Source: an optimization exercise on an open RTL-to-GDS flow (aim: small area, a short achievable clock period and few clock cycles per item). Production flows keep margins and buffers that such runs may drop.
Where RTL was checked, it was by simulation tests only, not by an equivalence proof against the original.
Power and IR drop assume default switching activity.

==> v14: inputs <==
Design uartty_core, start of the top module:
module uartty_core (
    input  wire        clk,
    input  wire        rst,
    input  wire [13:0] cfg_flags,
    input  wire [7:0]  cfg_erase_code,
    input  wire [7:0]  cfg_kill_code,
    input  wire [7:0]  cfg_werase_code,
    input  wire        ev_valid,
    input  wire [2:0]  ev_kind,
    input  wire [7:0]  ev_data,
    output wire        ev_ready,
    output wire        rsp_valid,
    output wire [1:0]  rsp_code,
    output wire [7:0]  rsp_data,
    output wire        rsp_txie,
    output wire        rsp_rd_ready,
    output wire        rsp_tx_full
);
    localparam [7:0] C_XON   = 8'h11;
    localparam [7:0] C_XOFF  = 8'h13;
    localparam [7:0] C_CR    = 8'h0D;
    localparam [7:0] C_NL    = 8'h0A;
    localparam [7:0] C_BS    = 8'h08;
    localparam [7:0] C_SP    = 8'h20;
    localparam [7:0] C_BEL   = 8'h07;
    localparam [7:0] C_CARET = 8'h5E;
    localparam [1:0] RES_OK    = 2'd0;
    localparam [1:0] RES_BYTE  = 2'd1;
    localparam [1:0] RES_FULL  = 2'd2;
    localparam [1:0] RES_EMPTY = 2'd3;
    reg  [13:0] cfg_q;
    always @(posedge clk) cfg_q <= cfg_flags;
    wire cfg_canonical = cfg_q[0];
    wire cfg_echo      = cfg_q[1];
    wire cfg_echoe     = cfg_q[2];
    wire cfg_echok     = cfg_q[3];
    wire cfg_echoctl   = cfg_q[4];
    wire cfg_echonl    = cfg_q[5];
    wire cfg_icrnl     = cfg_flags[6];
    wire cfg_inlcr     = cfg_flags[7];
    wire cfg_igncr     = cfg_flags[8];
    wire cfg_istrip    = cfg_flags[9];
    wire cfg_ocrnl     = cfg_q[10];
    wire cfg_onlcr     = cfg_q[11];
    wire cfg_flow      = cfg_flags[12];
    wire cfg_bell      = cfg_q[13];
    function is_ctl(input [7:0] c);
        is_ctl = (c < 8'h20) || (c == 8'h7F);
    endfunction
    reg [7:0] rx_mem [0:127];
    reg [6:0] rx_head, rx_tail;
    reg [6:0] rx_cnt;          
    reg [7:0] rx_hd;           
    reg [7:0] lc_byte;         
  ...
==> flow/config.mk <==
export PLATFORM = sky130hd
export DESIGN_NAME = uartty_core
export DESIGN_NICKNAME = uartty_core
export VERILOG_FILES = /design/flow/design.v
export SDC_FILE = /design/flow/constraint.sdc
export NUM_CORES = 4
export LEC_CHECK = 0
export CAP_MARGIN = 20
export CORE_MARGIN = 2
export CORE_UTILIZATION = 60
export CTS_CLUSTER_DIAMETER = 100
export CTS_CLUSTER_SIZE = 30
export SETUP_SLACK_MARGIN = 5.0
export SLEW_MARGIN = 20
==> flow/constraint.sdc <==
create_clock -name core_clock -period 8.0 [get_ports {clk}]
set_input_delay 1.6000 -clock core_clock [delete_from_list [all_inputs] [get_ports {clk}]]
set_output_delay 1.6000 -clock core_clock [all_outputs]
set_load 0.01 [all_outputs]
run.sh (not shown) runs the stock make flow with config.mk's settings and CLKGATE_MAP_FILE= SYNTH_SCRIPT=/design/flow/synth_recipe.tcl, a recipe that flattens the netlist after the stock synthesis.
==> v26: changes against v14 <==
--- a/flow/design.v
+++ b/flow/design.v
@@ -49,13 +49,11 @@
     endfunction
     reg [7:0] rx_mem [0:127];
     reg [6:0] rx_head, rx_tail;
     reg [6:0] rx_cnt;          
     reg [7:0] rx_hd;           
-    reg [7:0] lc_byte;         
-    wire      lc_sp  = lc_byte == C_SP;
-    wire      lc_wt2 = cfg_echoctl && is_ctl(lc_byte);
+    reg       lc_sp, lc_wt2;   
     reg [6:0] pl_start;        
     reg [7:0] pl_w;            
     reg [6:0] sp_cnt;          
     reg [7:0] tx_mem [0:63];
     reg [5:0] tx_head, tx_tail;
@@ -380,19 +378,22 @@
     always @(posedge clk) begin
         rx_mem[rx_tail] <= a_byte;
         tx_mem[tx_tail] <= enq_byte;
     end
     always @(posedge clk) begin
-        if (rx_empty)
+        if (f_ins && rx_empty)
             rx_hd <= a_byte;
         else if (f_rd)
             rx_hd <= rx_rdata;
-        if (f_ins)
-            lc_byte <= a_byte;
-        else if (f_ret)
-            lc_byte <= rx_rdata;
-        if (tx_empty)
+        if (f_ins) begin
+            lc_sp  <= a_sp;
+            lc_wt2 <= a_wt2;
+        end else if (f_ret) begin
+            lc_sp  <= rx_rdata == C_SP;
+            lc_wt2 <= cfg_echoctl && is_ctl(rx_rdata);
+        end
+        if (tx_we && tx_empty)
             tx_hd <= enq_byte;
         else if (f_deq)
             tx_hd <= tx_rdata;
     end
     always @(posedge clk) begin
==> flow/config.mk (replaced) <==
export PLATFORM = sky130hd
export DESIGN_NAME = uartty_core
export DESIGN_NICKNAME = uartty_core
export VERILOG_FILES = /design/flow/design.v
export SDC_FILE = /design/flow/constraint.sdc
export NUM_CORES = 4
export LEC_CHECK = 0
export CAP_MARGIN = 20
export CORE_MARGIN = 2
export CORE_UTILIZATION = 40
export SETUP_SLACK_MARGIN = 5.0
export SLEW_MARGIN = 20
==> v20: changes against v14 <==
--- a/flow/design.v
+++ b/flow/design.v
@@ -49,13 +49,11 @@
     endfunction
     reg [7:0] rx_mem [0:127];
     reg [6:0] rx_head, rx_tail;
     reg [6:0] rx_cnt;          
     reg [7:0] rx_hd;           
-    reg [7:0] lc_byte;         
-    wire      lc_sp  = lc_byte == C_SP;
-    wire      lc_wt2 = cfg_echoctl && is_ctl(lc_byte);
+    reg       lc_sp, lc_wt2;   
     reg [6:0] pl_start;        
     reg [7:0] pl_w;            
     reg [6:0] sp_cnt;          
     reg [7:0] tx_mem [0:63];
     reg [5:0] tx_head, tx_tail;
@@ -112,26 +110,23 @@
     wire a_wt2   = cfg_echoctl && a_ctl;
     wire a_need2 = cfg_canonical && !a_nl;
     wire [6:0] rx_tail_m1 = rx_tail - 7'd1;
     wire [6:0] rx_tail_p1 = rx_tail + 7'd1;
     wire [6:0] rx_head_p1 = rx_head + 7'd1;
-    reg        rx_empty;       
-    reg        rx_le125;       
-    reg        rx_ne127;       
-    reg        pl_empty;       
-    reg        sp_nz;          
-    reg        tx_full;        
-    reg        tx_full2;       
-    reg        tx_empty;       
-    reg        rd_ready;       
-    wire       admit      = a_need2 ? rx_le125 : rx_ne127;
+    wire       rx_empty   = rx_cnt == 7'd0;
+    wire       pl_empty   = rx_tail == pl_start;
+    wire       admit      = a_need2 ? (rx_cnt <= 7'd125) : (rx_cnt != 7'd127);
     reg  [6:0] rx_raddr;
     wire [7:0] rx_rdata = rx_mem[rx_raddr];
     wire [5:0] tx_tail_p1 = tx_tail + 6'd1;
     wire [5:0] tx_head_p1 = tx_head + 6'd1;
+    wire       tx_full    = tx_cnt == 6'd63;
+    wire       tx_full2   = tx_cnt == 6'd62;    
+    wire       tx_empty   = tx_cnt == 6'd0;
     reg  [5:0] tx_raddr;       
     wire [7:0] tx_rdata   = tx_mem[tx_raddr];
+    wire rd_ready = cfg_canonical ? (rx_head != pl_start) : !rx_empty;
     wire [7:0] enq_byte = (bs == B_ECHO2)   ? (b_byte ^ 8'h40) :
                           bs[1]             ? (b_caret ? C_CARET : b_byte) :
                           (a_ins && !admit) ? C_BEL :
                           (a_rx && a_caret) ? C_CARET : a_byte;
     reg  [6:0] n_head, n_tail, n_pl_start, n_sp_cnt, n_rx_cnt;
@@ -140,11 +135,10 @@
     reg  [1:0] n_es, n_bs;
     reg        n_txie, n_halt, n_plf;
     reg  [5:0] n_tx_head;
     reg        f_ins;          
     reg        f_ret;          
-    reg        f_line;         
     reg        f_rd;           
     reg        f_deq;          
     reg        enq;            
     reg        done;           
     reg  [1:0] n_code;
@@ -165,11 +159,10 @@
             end
         end
     endtask
     task retract_line(input flag);
         begin
-            f_line = 1'b1;
             n_tail = pl_start;
             n_tail_m2 = pl_start - 7'd2;
             n_rx_cnt = pl_start - rx_head;
             n_pl_w = 8'd0;
             n_sp_cnt = 7'd0;
@@ -196,11 +189,10 @@
         n_head_p1 = rx_head_p1;
         n_tail_m2 = rx_tail - 7'd2;
         n_rx_cnt = rx_cnt;
         f_ins = 1'b0;
         f_ret = 1'b0;
-        f_line = 1'b0;
         f_rd = 1'b0;
         f_deq = 1'b0;
         n_pl_start = pl_start;
         n_sp_cnt = sp_cnt;
         n_pl_w = pl_w;
@@ -240,11 +232,11 @@
                     end
                 end else if (a_kill) begin
                     retract_line(cfg_echok);
                     if (!cfg_echok && !pl_empty) echo_a;
                 end else if (a_wer) begin
-                    if (!sp_nz) begin
+                    if (sp_cnt == 7'd0) begin
                         retract_line(cfg_echoe);
                         if (!cfg_echoe && !pl_empty) echo_a;
                     end else begin
                         done = 1'b0;
                         n_bs = lc_sp ? B_WER1 : B_WER2;
@@ -325,11 +317,11 @@
             enq = 1'b1;
             done = 1'b1;
             n_bs = B_EXEC;
         end
         default: begin    
-            if (!sp_nz) begin
+            if (sp_cnt == 7'd0) begin
                 retract_line(cfg_echoe);
                 n_b_any = b_any || !pl_empty;
                 done = 1'b1;
             end else if (bs == B_WER1 || !lc_sp) begin
                 retract_one(cfg_echoe);
@@ -356,43 +348,31 @@
     wire [5:0] n_tx_tail = tx_we ? tx_tail_p1 : tx_tail;
     wire [5:0] n_tx_cnt  = tx_we ? tx_cnt + 6'd1 : f_deq ? tx_cnt - 6'd1 : tx_cnt;
     wire       n_tx_full = tx_we ? tx_full2 : (tx_full && !f_deq);
     wire       rd_more   = cfg_canonical ? (rx_head_p1 != pl_start) : (rx_cnt != 7'd1);
     wire       n_rdr     = (f_ins && (a_nl || !cfg_canonical)) || (f_rd ? rd_more : rd_ready);
-    wire [6:0] line_cnt  = pl_start - rx_head;
-    wire       f_dec     = f_ret || f_rd;
-    wire       n_rx_empty = f_ins ? 1'b0 : f_dec ? (rx_cnt == 7'd1) :
-                            f_line ? (line_cnt == 7'd0) : rx_empty;
-    wire       n_rx_le125 = f_ins ? (rx_cnt <= 7'd124) : f_dec ? rx_ne127 :
-                            f_line ? (line_cnt <= 7'd125) : rx_le125;
-    wire       n_rx_ne127 = f_ins ? (rx_cnt != 7'd126) : f_dec ? 1'b1 :
-                            f_line ? (line_cnt != 7'd127) : rx_ne127;
-    wire       n_pl_empty = f_ins ? (cfg_canonical && a_nl) :
-                            f_ret ? (rx_tail_m1 == pl_start) : f_line ? 1'b1 : pl_empty;
-    wire       n_sp_nz    = f_ins ? (a_sp || (sp_nz && !(cfg_canonical && a_nl))) :
-                            f_ret ? (lc_sp ? (sp_cnt != 7'd1) : sp_nz) :
-                            f_line ? 1'b0 : sp_nz;
-    wire       n_tx_full2 = tx_we ? (tx_cnt == 6'd61) : f_deq ? tx_full : tx_full2;
-    wire       n_tx_empty = tx_we ? 1'b0 : f_deq ? (tx_cnt == 6'd1) : tx_empty;
     wire       n_a_valid = rdy ? ev_valid : a_valid;
     wire       n_a_rd    = rdy ? (ev_kind == 3'd3) : a_rd;
     wire       n_rdy     = !n_a_valid || n_bs == B_EXEC;
     wire       n_sel_rd  = n_a_valid && n_a_rd && n_bs == B_EXEC;
     always @(posedge clk) begin
         rx_mem[rx_tail] <= a_byte;
         tx_mem[tx_tail] <= enq_byte;
     end
     always @(posedge clk) begin
-        if (rx_empty)
+        if (f_ins && rx_empty)
             rx_hd <= a_byte;
         else if (f_rd)
             rx_hd <= rx_rdata;
-        if (f_ins)
-            lc_byte <= a_byte;
-        else if (f_ret)
-            lc_byte <= rx_rdata;
-        if (tx_empty)
+        if (f_ins) begin
+            lc_sp  <= a_sp;
+            lc_wt2 <= a_wt2;
+        end else if (f_ret) begin
+            lc_sp  <= rx_rdata == C_SP;
+            lc_wt2 <= cfg_echoctl && is_ctl(rx_rdata);
+        end
+        if (tx_we && tx_empty)
             tx_hd <= enq_byte;
         else if (f_deq)
             tx_hd <= tx_rdata;
     end
     always @(posedge clk) begin
@@ -408,19 +388,10 @@
             pl_start <= 7'd0;
             pl_w     <= 8'd0;
             sp_cnt   <= 7'd0;
             tx_head  <= 6'd0;
             tx_tail  <= 6'd0;
-            rx_empty <= 1'b1;
-            rx_le125 <= 1'b1;
-            rx_ne127 <= 1'b1;
-            pl_empty <= 1'b1;
-            sp_nz    <= 1'b0;
-            tx_full  <= 1'b0;
-            tx_full2 <= 1'b0;
-            tx_empty <= 1'b1;
-            rd_ready <= 1'b0;
             tx_raddr <= 6'd1;
             rx_raddr <= 7'd126;
             backlog  <= 8'd0;
             es       <= 2'd0;
             txie     <= 1'b0;
@@ -438,19 +409,10 @@
             pl_start <= n_pl_start;
             pl_w     <= n_pl_w;
             sp_cnt   <= n_sp_cnt;
             tx_head  <= n_tx_head;
             tx_tail  <= n_tx_tail;
-            rx_empty <= n_rx_empty;
-            rx_le125 <= n_rx_le125;
-            rx_ne127 <= n_rx_ne127;
-            pl_empty <= n_pl_empty;
-            sp_nz    <= n_sp_nz;
-            tx_full  <= n_tx_full;
-            tx_full2 <= n_tx_full2;
-            tx_empty <= n_tx_empty;
-            rd_ready <= n_rdr;
             tx_raddr <= f_deq ? tx_head + 6'd2 : tx_head_p1;
             rx_raddr <= n_sel_rd ? n_head_p1 : n_tail_m2;
             backlog  <= n_backlog;
             es       <= n_es;
             txie     <= n_txie;
==> flow/config.mk (replaced) <==
export PLATFORM = sky130hd
export DESIGN_NAME = uartty_core
export DESIGN_NICKNAME = uartty_core
export VERILOG_FILES = /design/flow/design.v
export SDC_FILE = /design/flow/constraint.sdc
export NUM_CORES = 4
export LEC_CHECK = 0
export CAP_MARGIN = 20
export CORE_MARGIN = 2
export CORE_UTILIZATION = 40
export SETUP_SLACK_MARGIN = 4.0
export SLEW_MARGIN = 20
==> out/results.tsv <==
metric	value	unit
status	complete, no violations	
Worst R2R Setup Slack	4.98	ns
sequential power share	67.1	%
sequential share of cell area	64.9	%
area delta synth->final	8.22	%
FFs & Latches	1715	
crit path to	rx_empty$_SDFFE_PP1P_	
Rel. slew slack	23.6	%
Peak supply drop	260	µV
[end of results for v14]
==> out/results.tsv <==
metric	value	unit
crit path to	rx_mem[48][6]$_DFFE_PP_	
global-route wire length before repair	279	mm
Peak supply drop	205	µV
sequential power share	53.4	%
status	complete, no violations	
GRT busiest layer	met2	
area delta synth->final	16.7	%
FFs & Latches	1709	
Rel. slew slack	28.5	%
[end of results for v26]
==> out/results.tsv <==
metric	value	unit
status	complete, no violations	
sequential share of cell area	62.4	%
Peak supply drop	224	µV
Worst R2R Setup Slack	4.05	ns
Rel. slew slack	25.4	%
area delta synth->final	13.0	%
sequential power share	53.8	%
crit path to	lc_wt2$_DFFE_PP_	
[end of results for v20]
Testbench counts of v14, summed over its fixed seeds: cycles 24,270, events 24,000.
Testbench counts of v26, summed over its fixed seeds: cycles 24,270, events 24,000.
Testbench counts of v20, summed over its fixed seeds: cycles 24,270, events 24,000.

========
==> exp/juniper <==
uartty_core, a different RTL version from the one above (not shown whole).
## uartty_core
module uartty_core (
    input  wire        clk,
    input  wire        rst,
    input  wire [13:0] cfg_flags,
    input  wire [7:0]  cfg_erase_code,
    input  wire [7:0]  cfg_kill_code,
    input  wire [7:0]  cfg_werase_code,
    input  wire        ev_valid,
    input  wire [2:0]  ev_kind,
    input  wire [7:0]  ev_data,
    output wire        ev_ready,
    output wire        rsp_valid,
    output wire [1:0]  rsp_code,
    output wire [7:0]  rsp_data,
    output wire        rsp_txie,
    output wire        rsp_rd_ready,
    output wire        rsp_tx_full
);
Settings: LEC_CHECK=0, CAP_MARGIN=20, CORE_MARGIN=2, CORE_UTILIZATION=60, CTS_CLUSTER_DIAMETER=100, CTS_CLUSTER_SIZE=27, SETUP_SLACK_MARGIN=5.0, SLEW_MARGIN=20; clock period 8.0 ns.
==> exp/lagoon (differences from exp/juniper) <==
--- a/flow/design.v
+++ b/flow/design.v
@@ -37,30 +37,26 @@
     wire cfg_echoe     = cfg_q[2];
     wire cfg_echok     = cfg_q[3];
     wire cfg_echoctl   = cfg_q[4];
     wire cfg_ocrnl     = cfg_q[10];
     wire cfg_onlcr     = cfg_q[11];
     wire cfg_bell      = cfg_q[13];
     reg [7:0] rx_mem [0:127];
     reg [6:0] rx_head, rx_tail;
-    wire [6:0] rx_cnt;         
-    reg [7:0] rx_hm, rx_hb, lc_m, lc_a;
-    reg       rx_hsel, lc_sel;
-    wire [7:0] rx_hd   = rx_hsel ? rx_hb : rx_hm;
-    wire [7:0] lc_byte = lc_sel ? lc_a : lc_m;
+    reg [6:0] rx_cnt;          
+    reg [7:0] rx_hd;           
+    reg [7:0] lc_byte;         
     reg [6:0] pl_start;        
     reg [7:0] pl_w;            
     reg [6:0] sp_cnt;          
     reg [7:0] tx_mem [0:63];
     reg [5:0] tx_head, tx_tail;
-    wire [5:0] tx_cnt;         
-    reg [7:0] tx_hm, tx_hb;    
-    reg       tx_hsel;
-    wire [7:0] tx_hd   = tx_hsel ? tx_hb : tx_hm;
+    reg [5:0] tx_cnt;          
+    reg [7:0] tx_hd;           
     reg [7:0] backlog;         
     reg [1:0] es;              
     reg       txie, halt, plf;
     reg       rx_empty;        
     reg       rx_le125;        
     reg       rx_ne127;        
     reg       pl_empty;        
     reg       sp_nz;           
@@ -93,17 +89,17 @@
     reg       r_txie, r_rdr, r_txf;
     assign ev_ready     = rdy;
     assign rsp_valid    = r_valid;
     assign rsp_code     = r_code;
     assign rsp_data     = r_data;
     assign rsp_txie     = r_txie;
     assign rsp_rd_ready = r_rdr;
     assign rsp_tx_full  = r_txf;
-    wire       in_rx   = ev_valid && ev_kind == 3'd1;
+    wire       in_rx   = ev_kind == 3'd1;
     wire [7:0] in_b1   = cfg_flags[9] ? {1'b0, ev_data[6:0]} : ev_data;    
     wire       in_b1cr = in_b1 == C_CR;
     wire       in_b1nl = in_b1 == C_NL;
     wire       map_nl  = cfg_flags[6] && in_b1cr;                 
     wire       map_cr  = !map_nl && cfg_flags[7] && in_b1nl;      
     wire [7:0] in_b    = map_nl ? C_NL : map_cr ? C_CR : in_b1;
     wire       in_nl   = map_nl || (!map_cr && in_b1nl);
     wire       in_ctl  = is_ctl(in_b1);    
@@ -113,21 +109,21 @@
     wire       in_canon = cfg_flags[0];
     function eq_b(input [7:0] code);
         eq_b = map_nl ? (code == C_NL) : map_cr ? (code == C_CR) : (in_b1 == code);
     endfunction
     wire in_eqe  = eq_b(cfg_erase_code) || eq_b(C_BS);
     wire in_eqk  = eq_b(cfg_kill_code);
     wire in_eqw  = eq_b(cfg_werase_code);
     wire in_edit = in_rx && !in_xoff && !in_xon && !in_ign && in_canon;
-    reg  st_exec;              
+    wire st_exec = bs == B_EXEC;
     wire st_e2   = bs == B_ECHO2;
     wire st_w    = bs[1];
     wire st_w1   = bs == B_WER1;
-    wire b_ex    = st_exec;
+    wire b_ex    = st_exec && a_valid;
     wire lc_sp   = lc_byte == C_SP;
     wire lc_wt2  = cfg_echoctl && is_ctl(lc_byte);
     wire bl_nz   = backlog != 8'd0;
     wire admit   = a_need2 ? rx_le125 : rx_ne127;
     wire f_ins   = b_ex && o_ins && admit;                
     wire bell    = b_ex && o_ins && !admit && cfg_bell;   
     wire er_ok   = b_ex && o_erase && !pl_empty;          
     wire kl      = b_ex && o_kill;                        
@@ -156,36 +152,37 @@
     wire t_deq   = t_go && es == 2'd0 && !bl_nz && !tx_empty;
     wire t_none  = t_go && es == 2'd0 && !bl_nz && tx_empty;
     wire hd_cr   = tx_hd == C_CR;
     wire hd_nl   = tx_hd == C_NL;
     wire t_ocr   = t_deq && cfg_ocrnl && hd_cr;
     wire t_onl   = t_deq && !(cfg_ocrnl && hd_cr) && cfg_onlcr && hd_nl;
     wire rd_ok   = b_ex && o_rd && rd_ready;
     wire rd_emp  = b_ex && o_rd && !rd_ready;
-    wire done    = (b_ex && a_valid && !ws && !(ea && a_caret)) || st_e2 ||
+    wire done    = (b_ex && !ws && !(ea && a_caret)) || st_e2 ||
                    (w_done && !(w_echo && b_caret));
     wire [1:0] n_bs = e2_next ? B_ECHO2 : (ws || wr1) ? (lc_sp ? B_WER1 : B_WER2) : B_EXEC;
-    assign     rx_cnt     = rx_tail - rx_head;
-    assign     tx_cnt     = tx_tail - tx_head;
     wire [6:0] rx_tail_m1 = rx_tail - 7'd1;
     wire [6:0] rx_tail_p1 = rx_tail + 7'd1;
     wire [6:0] rx_head_p1 = rx_head + 7'd1;
     wire       f_dec      = f_ret || rd_ok;
     wire       ins_grow   = f_ins && !a_nlc;
     wire       pl_clear   = (f_ins && a_nlc) || f_line;
     wire       ret_bl     = f_ret && cfg_echoe;
     wire [6:0] n_head     = ({7{rd_ok}} & rx_head_p1) | ({7{!rd_ok}} & rx_head);
     wire [6:0] n_head_p1  = ({7{rd_ok}} & (rx_head + 7'd2)) | ({7{!rd_ok}} & rx_head_p1);
     wire       t_hold     = !(f_ins || f_ret || f_line);
     wire [6:0] n_tail     = ({7{f_ins}} & rx_tail_p1) | ({7{f_ret}} & rx_tail_m1) |
                             ({7{f_line}} & pl_start) | ({7{t_hold}} & rx_tail);
     wire [6:0] n_tail_m2  = ({7{f_ins}} & rx_tail_m1) | ({7{f_ret}} & (rx_tail - 7'd3)) |
                             ({7{f_line}} & (pl_start - 7'd2)) | ({7{t_hold}} & (rx_tail - 7'd2));
     wire [6:0] line_cnt   = pl_start - rx_head;
+    wire [6:0] n_rx_cnt   = ({7{f_ins}} & (rx_cnt + 7'd1)) | ({7{f_dec}} & (rx_cnt - 7'd1)) |
+                            ({7{f_line}} & line_cnt) |
+                            ({7{!(f_ins || f_dec || f_line)}} & rx_cnt);
     wire [6:0] n_pl_start = ({7{f_ins && a_nlc}} & rx_tail_p1) | ({7{!(f_ins && a_nlc)}} & pl_start);
     wire [7:0] n_pl_w     = ({8{ins_grow && a_wt2}} & (pl_w + 8'd2)) |
                             ({8{ins_grow && !a_wt2}} & (pl_w + 8'd1)) |
                             ({8{f_ret && lc_wt2}} & (pl_w - 8'd2)) |
                             ({8{f_ret && !lc_wt2}} & (pl_w - 8'd1)) |
                             ({8{!(ins_grow || f_ret || pl_clear)}} & pl_w);
     wire [6:0] n_sp_cnt   = ({7{ins_grow && a_sp}} & (sp_cnt + 7'd1)) |
                             ({7{f_ret && lc_sp}} & (sp_cnt - 7'd1)) |
@@ -201,16 +198,18 @@
     wire       txie_set   = enq || ret_bl || line_bl || (b_ex && o_xon);
     wire       txie_clr   = (b_ex && o_xoff) || t_halt || t_none;
     wire       n_txie     = txie_set ? 1'b1 : txie_clr ? 1'b0 : txie;
     wire       tx_we      = enq && !tx_full;
     wire [5:0] tx_tail_p1 = tx_tail + 6'd1;
     wire [5:0] tx_head_p1 = tx_head + 6'd1;
     wire [5:0] n_tx_head  = ({6{t_deq}} & tx_head_p1) | ({6{!t_deq}} & tx_head);
     wire [5:0] n_tx_tail  = ({6{tx_we}} & tx_tail_p1) | ({6{!tx_we}} & tx_tail);
+    wire [5:0] n_tx_cnt   = ({6{tx_we}} & (tx_cnt + 6'd1)) | ({6{t_deq}} & (tx_cnt - 6'd1)) |
+                            ({6{!(tx_we || t_deq)}} & tx_cnt);
     wire       rd_more    = cfg_canonical ? (rx_head_p1 != pl_start) : (rx_cnt != 7'd1);
     wire       n_rdr      = (f_ins && a_rdset) || (rd_ok ? rd_more : rd_ready);
     wire       n_rx_empty = f_ins ? 1'b0 : f_dec ? (rx_cnt == 7'd1) :
                             f_line ? (pl_start == rx_head) : rx_empty;
     wire       n_rx_le125 = f_ins ? (rx_cnt <= 7'd124) : f_dec ? rx_ne127 :
                             f_line ? (line_cnt <= 7'd125) : rx_le125;
     wire       n_rx_ne127 = f_ins ? (rx_cnt != 7'd126) : f_dec ? 1'b1 :
                             f_line ? (line_cnt != 7'd127) : rx_ne127;
@@ -235,46 +234,47 @@
                             st_w ? (b_caret ? C_CARET : b_byte) :
                             (o_ins && !admit) ? C_BEL :
                             a_caret ? C_CARET : a_byte;
     reg  [6:0] rx_raddr;
     wire [7:0] rx_rdata = rx_mem[rx_raddr];
     reg  [5:0] tx_raddr;       
     wire [7:0] tx_rdata = tx_mem[tx_raddr];
     wire       n_a_valid = rdy ? ev_valid : a_valid;
-    wire       n_a_rd    = rdy ? (ev_valid && ev_kind == 3'd3) : o_rd;
+    wire       n_a_rd    = rdy ? (ev_kind == 3'd3) : o_rd;
     wire       n_rdy     = !n_a_valid || n_bs == B_EXEC;
-    wire       n_sel_rd  = n_a_rd && n_bs == B_EXEC;
+    wire       n_sel_rd  = n_a_valid && n_a_rd && n_bs == B_EXEC;
     always @(posedge clk) begin
         rx_mem[rx_tail] <= a_byte;
         tx_mem[tx_tail] <= enq_byte;
     end
     always @(posedge clk) begin
-        if (rx_empty) rx_hb <= a_byte;
-        if (rd_ok)    rx_hm <= rx_rdata;
-        if (rx_empty)   rx_hsel <= 1'b1;
-        else if (rd_ok) rx_hsel <= 1'b0;
-        if (f_ins) lc_a <= a_byte;
-        if (f_ret) lc_m <= rx_rdata;
-        if (f_ins)      lc_sel <= 1'b1;
-        else if (f_ret) lc_sel <= 1'b0;
-        if (tx_empty) tx_hb <= enq_byte;
-        if (t_deq)    tx_hm <= tx_rdata;
-        if (tx_empty)   tx_hsel <= 1'b1;
-        else if (t_deq) tx_hsel <= 1'b0;
+        if (rx_empty)
+            rx_hd <= a_byte;
+        else if (rd_ok)
+            rx_hd <= rx_rdata;
+        if (f_ins)
+            lc_byte <= a_byte;
+        else if (f_ret)
+            lc_byte <= rx_rdata;
+        if (tx_empty)
+            tx_hd <= enq_byte;
+        else if (t_deq)
+            tx_hd <= tx_rdata;
     end
     always @(posedge clk) begin
         if (rst) begin
             a_valid  <= 1'b0;
             rdy      <= 1'b1;
             bs       <= B_EXEC;
-            st_exec  <= 1'b1;
             r_valid  <= 1'b0;
             rx_head  <= 7'd0;
             rx_tail  <= 7'd0;
+            rx_cnt   <= 7'd0;
+            tx_cnt   <= 6'd0;
             pl_start <= 7'd0;
             pl_w     <= 8'd0;
             sp_cnt   <= 7'd0;
             tx_head  <= 6'd0;
             tx_tail  <= 6'd0;
             rx_empty <= 1'b1;
             rx_le125 <= 1'b1;
             rx_ne127 <= 1'b1;
@@ -290,20 +290,21 @@
             es       <= 2'd0;
             txie     <= 1'b0;
             halt     <= 1'b0;
             plf      <= 1'b0;
         end else begin
             a_valid  <= n_a_valid;
             rdy      <= n_rdy;
             bs       <= n_bs;
-            st_exec  <= n_bs == B_EXEC;
             r_valid  <= done;
             rx_head  <= n_head;
             rx_tail  <= n_tail;
+            rx_cnt   <= n_rx_cnt;
+            tx_cnt   <= n_tx_cnt;
             pl_start <= n_pl_start;
             pl_w     <= n_pl_w;
             sp_cnt   <= n_sp_cnt;
             tx_head  <= n_tx_head;
             tx_tail  <= n_tx_tail;
             rx_empty <= n_rx_empty;
             rx_le125 <= n_rx_le125;
             rx_ne127 <= n_rx_ne127;
@@ -318,41 +319,27 @@
             backlog  <= n_backlog;
             es       <= n_es;
             txie     <= n_txie;
             halt     <= n_halt;
             plf      <= n_plf;
         end
     end
     always @(posedge clk) begin
-        if (rst) begin
-            o_xoff   <= 1'b0;
-            o_xon    <= 1'b0;
-            o_erase  <= 1'b0;
-            o_kill   <= 1'b0;
-            o_wer    <= 1'b0;
-            o_ins    <= 1'b0;
-            o_tx     <= 1'b0;
-            o_rd     <= 1'b0;
-            o_wr     <= 1'b0;
-        end else if (rdy) begin
+        if (rdy) begin
             o_xoff   <= in_rx && in_xoff;
             o_xon    <= in_rx && !in_xoff && in_xon;
             o_erase  <= in_edit && in_eqe;
             o_kill   <= in_edit && !in_eqe && in_eqk;
             o_wer    <= in_edit && !in_eqe && !in_eqk && in_eqw;
             o_ins    <= in_rx && !in_xoff && !in_xon && !in_ign &&
                         !(in_canon && (in_eqe || in_eqk || in_eqw));
-            o_tx     <= ev_valid && ev_kind == 3'd2;
-            o_rd     <= ev_valid && ev_kind == 3'd3;
-            o_wr     <= ev_valid && ev_kind == 3'd4;
-        end
-    end
-    always @(posedge clk) begin
-        if (rdy) begin
+            o_tx     <= ev_kind == 3'd2;
+            o_rd     <= ev_kind == 3'd3;
+            o_wr     <= ev_kind == 3'd4;
             a_byte   <= in_rx ? in_b : ev_data;
             a_nlc    <= in_canon && in_nl;
             a_rdset  <= in_nl || !in_canon;
             a_need2  <= in_canon && !in_nl;
             a_sp     <= in_b1 == C_SP;
             a_wt2    <= cfg_flags[4] && in_ctl;
             a_echo   <= cfg_flags[1] || (in_nl && cfg_flags[5]);      
             a_caret  <= in_rx && !in_nl && cfg_flags[1] && cfg_flags[4] && in_ctl;
- CTS_CLUSTER_SIZE: 27 -> 30
==> reports/metrics.yaml <==
fin_util: 0.6683
crit_arrival_ps: 3570
synth_nets: 4082
post-place-ws_ps: 3509
pg_comb_uw: 703
p_per_area_nw_per_um2: 190.9
muxShareOfSynthArea: 0.1427
r2r_slack_ps: 4860
status: "finished clean"
[end of results for exp/lagoon]
==> reports/metrics.yaml <==
muxShareOfSynthArea: 0.1563
pg_comb_mw: 1.16
post-place-ws_ps: 3641
p_per_area_nw_per_um2: 205.2
status: "finished clean"
synth_nets: 3884
fin_util: 0.6532
crit_arrival_ps: 3400
[end of results for exp/juniper]
Testbench counts of exp/juniper, summed over its fixed seeds: cycles 24,270, events 24,000.
Function not checked in exp/lagoon: the RTL went through the layout flow alone.

separate check: timing with driven ports:
How much do the figures lean on ideal ports? The routed layouts below were timed once more, with nothing changed but the port constraints. Step 1 sets driving cells, clkbuf_16 on the clock port and buf_2 on the other inputs (assumed; they add their load-dependent delay and slew). Step 2, shift: input delay + t, output delay - t, t = (earliest + latest rising clock arrival at the registers) / 2. This alone moves slack from input paths to output paths. Slacks: no drivers / after step 1 / after step 2; pairs: no drivers / after step 1.
| run | t, ns | setup slack, ns | worst setup path at the end | latest minus earliest clock arrival (ns) | cell pins on the clock port's net |
|---|---|---|---|---|---|
| v14 | 0.764 | 4.979 / 4.979 / 4.420 | input to register | 0.035 / 0.035 | 1 |
| v26 | 0.867 | 4.885 / 4.885 / 4.171 | input to register | 0.042 / 0.043 | 1 |
| v20 | 0.883 | 4.053 / 4.053 / 3.670 | input to register | 0.082 / 0.081 | 1 |
| exp/juniper | 0.774 | 5.017 / 4.977 / 4.324 | input to register | 0.034 / 0.034 | 1 |
| exp/lagoon | 0.746 | 4.855 / 4.855 / 4.409 | input to register | 0.038 / 0.038 | 1 |
After both steps setup and hold are still met in every run listed. The setup slack of v26, which loses most, moves by 0.000 ns with the drivers and by -0.714 ns with both steps.
